Context: an optimization exercise on an open-source flow, tuned for small area and a short achievable clock period. The choices shown serve that exercise and are no tape-out recipe. RTL that was checked went through simulation tests only; none was proved equivalent to the original. Power and IR drop assume default switching activity.

==> module atis_sync, before the edit <==
module atis_sync (
    input  wire        clk,
    input  wire        rst,
    input  wire        bit_valid,
    input  wire        bit_in,
    output reg         locked,
    output wire        locked_next,
    output reg         id_valid,
    output reg  [34:0] id_pairs,    
    output wire [3:0]  id_len,
    output wire [79:0] id_text
);
    reg  [9:0] ring;
    reg  [3:0] cnt;        
    reg        act;        
    reg        started;
    reg        alt;        
    reg  [2:0] out_len;
    reg        drop;       
    reg        ndrop;
    reg  [3:0] dig [0:9];  
    wire [6:0] sym_val   = ring[6:0];
    wire [2:0] sym_check = {ring[7], ring[8], ring[9]};
    wire [2:0] sym_ones  = {2'b00, sym_val[0]} + {2'b00, sym_val[1]}
                         + {2'b00, sym_val[2]} + {2'b00, sym_val[3]}
                         + {2'b00, sym_val[4]} + {2'b00, sym_val[5]}
                         + {2'b00, sym_val[6]};
    reg  [3:0] tens_n;
    always @* begin
        if      (sym_val >= 7'd90) tens_n = 4'd9;
        else if (sym_val >= 7'd80) tens_n = 4'd8;
        else if (sym_val >= 7'd70) tens_n = 4'd7;
        else if (sym_val >= 7'd60) tens_n = 4'd6;
        else if (sym_val >= 7'd50) tens_n = 4'd5;
        else if (sym_val >= 7'd40) tens_n = 4'd4;
        else if (sym_val >= 7'd30) tens_n = 4'd3;
        else if (sym_val >= 7'd20) tens_n = 4'd2;
        else if (sym_val >= 7'd10) tens_n = 4'd1;
        else                       tens_n = 4'd0;
    end
    wire [6:0] ones_w = sym_val - {tens_n, 3'b000} - {2'b00, tens_n, 1'b0};
    wire       q_ok   = (sym_check == 3'd7 - sym_ones);
    wire       q_le99 = (sym_val <= 7'd99);
    wire       q_lock = (sym_val == 7'd125);
    wire       q_lt10 = (sym_val < 7'd10);
    wire [3:0] q_tens = tens_n;
    wire [3:0] q_ones = ones_w[3:0];
    wire       read   = act && locked && q_ok && !alt && (started || q_le99);
    wire       keep   = read && q_le99;
    wire       drop_n = (out_len == 3'd0) ? q_lt10 : !ndrop;
    assign locked_next = rst ? 1'b0 :
                         !act ? locked :
                         !locked ? (q_ok && q_lock) :
                         (q_ok && !(keep && out_len == 3'd4));
    always @(posedge clk) begin
        if (rst) begin
            cnt      <= 4'd0;
            act      <= 1'b0;
            id_valid <= 1'b0;
            started  <= 1'b0;
            alt      <= 1'b0;
            out_len  <= 3'd0;
        end else begin
            id_valid <= 1'b0;
            act      <= bit_valid && (cnt == 4'd9);
            if (bit_valid && cnt != 4'd9)
                cnt <= cnt + 4'd1;
            if (act) begin
                if (!locked) begin
                    if (q_ok && q_lock) begin
                        cnt     <= 4'd0;
                        started <= 1'b0;
                        alt     <= 1'b0;
                        out_len <= 3'd0;
                    end
                end else begin
                    cnt <= 4'd0;
                    if (!q_ok) begin
                    end else if (read) begin
                        started <= 1'b1;
                        alt     <= 1'b1;
                        if (q_le99) begin
                            out_len <= out_len + 3'd1;
                            if (out_len == 3'd4)
                                id_valid <= 1'b1;
                        end
                    end else if (started) begin
                        alt <= 1'b0;
                    end
                end
            end
        end
    end
    always @(posedge clk)
        locked <= locked_next;
    always @(posedge clk) begin
        if (bit_valid)
            ring <= {bit_in, ring[9:1]};
    end
    integer k;
    always @(posedge clk) begin
        if (keep) begin
            id_pairs <= {sym_val, id_pairs[34:7]};
            drop     <= drop_n;
            ndrop    <= !drop_n;
            for (k = 0; k < 7; k = k + 1)
                dig[k] <= dig[k+2];
            dig[7] <= drop_n ? q_tens : dig[9];
            dig[8] <= drop_n ? q_ones : q_tens;
            dig[9] <= drop_n ? 4'd0 : q_ones;
        end
    end
    genvar j;
    generate
        for (j = 0; j < 9; j = j + 1) begin : g_txt
            assign id_text[8*j +: 8] = {4'h3, dig[j]};
        end
    endgenerate
    assign id_text[79:72] = {2'b00, ndrop, ndrop, dig[9]};
    assign id_len = {1'b1, 1'b0, ndrop, drop};
endmodule
export LEC_CHECK = 0
export CAP_MARGIN = 20
export CORE_MARGIN = 2
export CORE_UTILIZATION = 65
export CTS_CLUSTER_DIAMETER = 80
export CTS_CLUSTER_SIZE = 24
export SLEW_MARGIN = 20
export SYNTH_HIERARCHICAL = 1
export SYNTH_MINIMUM_KEEP_SIZE = 0
create_clock -name core_clock -period 12.0 [get_ports {clk}]
standard.sh (not shown) runs the stock make flow with config.mk's settings and CLKGATE_MAP_FILE= SYNTH_SCRIPT=/design/flow/synth_recipe.tcl, a recipe that flattens the netlist after the stock synthesis.
==> flow/flow/run.sh <==
#!/bin/bash
# Own layout flow: the standard flow (standard.sh, unchanged synthesis,
# floorplan, power grid, placement, CTS and routing), with plain buffers
# instead of delay buffers on the ports, and timing repair asked for 8.5 ns
# of setup slack at the 12 ns clock. The full make output goes to
# standard.log; ORFS keeps each step's log under orfs/logs.
set -euo pipefail
export BUFFER_PORTS_ARGS="-buffer_cell sky130_fd_sc_hd__buf_2"
export SETUP_SLACK_MARGIN=8.5
bash standard.sh > standard.log 2>&1
The baseline completed without violations.
Then changed:
--- a/flow/design.v
+++ b/flow/design.v
@@ -1322,4 +1322,5 @@
     reg  [9:0] ring;
     reg  [3:0] cnt;        
+    reg        pend;       
     reg        act;        
     reg        started;
@@ -1349,13 +1350,17 @@
     end
     wire [6:0] ones_w = sym_val - {tens_n, 3'b000} - {2'b00, tens_n, 1'b0};
-    wire       q_ok   = (sym_check == 3'd7 - sym_ones);
-    wire       q_le99 = (sym_val <= 7'd99);
-    wire       q_lock = (sym_val == 7'd125);
-    wire       q_lt10 = (sym_val < 7'd10);
-    wire [3:0] q_tens = tens_n;
-    wire [3:0] q_ones = ones_w[3:0];
+    reg        q_ok, q_le99, q_lock, q_lt10;
+    reg  [3:0] q_tens, q_ones;
+    always @(posedge clk) begin
+        q_ok   <= (sym_check == 3'd7 - sym_ones);
+        q_le99 <= (sym_val <= 7'd99);
+        q_lock <= (sym_val == 7'd125);
+        q_lt10 <= (sym_val < 7'd10);
+        q_tens <= tens_n;
+        q_ones <= ones_w[3:0];
+    end
     wire       read   = act && locked && q_ok && !alt && (started || q_le99);
     wire       keep   = read && q_le99;
-    wire       drop_n = (out_len == 3'd0) ? q_lt10 : !ndrop;
+    wire       drop_n = (out_len == 3'd0) ? q_lt10 : drop;
     assign locked_next = rst ? 1'b0 :
                          !act ? locked :
@@ -1365,4 +1370,5 @@
         if (rst) begin
             cnt      <= 4'd0;
+            pend     <= 1'b0;
             act      <= 1'b0;
             id_valid <= 1'b0;
@@ -1372,5 +1378,6 @@
         end else begin
             id_valid <= 1'b0;
-            act      <= bit_valid && (cnt == 4'd9);
+            pend     <= bit_valid && (cnt == 4'd9);
+            act      <= pend;
             if (bit_valid && cnt != 4'd9)
                 cnt <= cnt + 4'd1;
The new run finished clean. Power increases by 0.36%. Routed wire length decreases by about 4%. Global-route usage decreases by 1.4 points. Synthesized area increases by about 0.9%. Utilization decreases by 0.58 points. Sequential cell count increases by 13. Die area increases by 0.84%. Worst setup slack improves by 0.073 ns. Clock skew increases by 0.0062 ns. First-iteration DRC count decreases by 14%. Design area increases by 0.69%. Combinational power decreases by about 4%. Hold slack degrades by 0.016 ns. Synthesized cell count increases by 0.77%.
No functional check of the RTL was part of the first run of this note.

==> what the ideal ports hide <==
In the flow no input, the clock included, has a driving cell. The finished layouts below were timed again as built, in two steps.
Step 1 (the two cells are an assumption about what drives the block):
set clk [get_ports {clk}]
set_driving_cell -lib_cell sky130_fd_sc_hd__clkbuf_16 $clk
set_driving_cell -lib_cell sky130_fd_sc_hd__buf_2 [delete_from_list [all_inputs] $clk]
Step 2 moves the port delays by t, midway between the first and last clock arrival at a register: inputs arrive t later, outputs are due t later. That takes back most of the time a late clock gives input paths.
a / b / c = ideal ports / drivers / drivers and shift; a / b = the first two.
run | t (ns) | slack for setup (ns) | hold slack, ns
the first run | 0.679 | 8.289 / 8.220 / 8.510 | 0.451 / 0.451 / 0.451
the second run | 0.675 | 8.362 / 8.291 / 8.512 | 0.435 / 0.435 / 0.435
After both steps setup and hold are still met in every run listed.
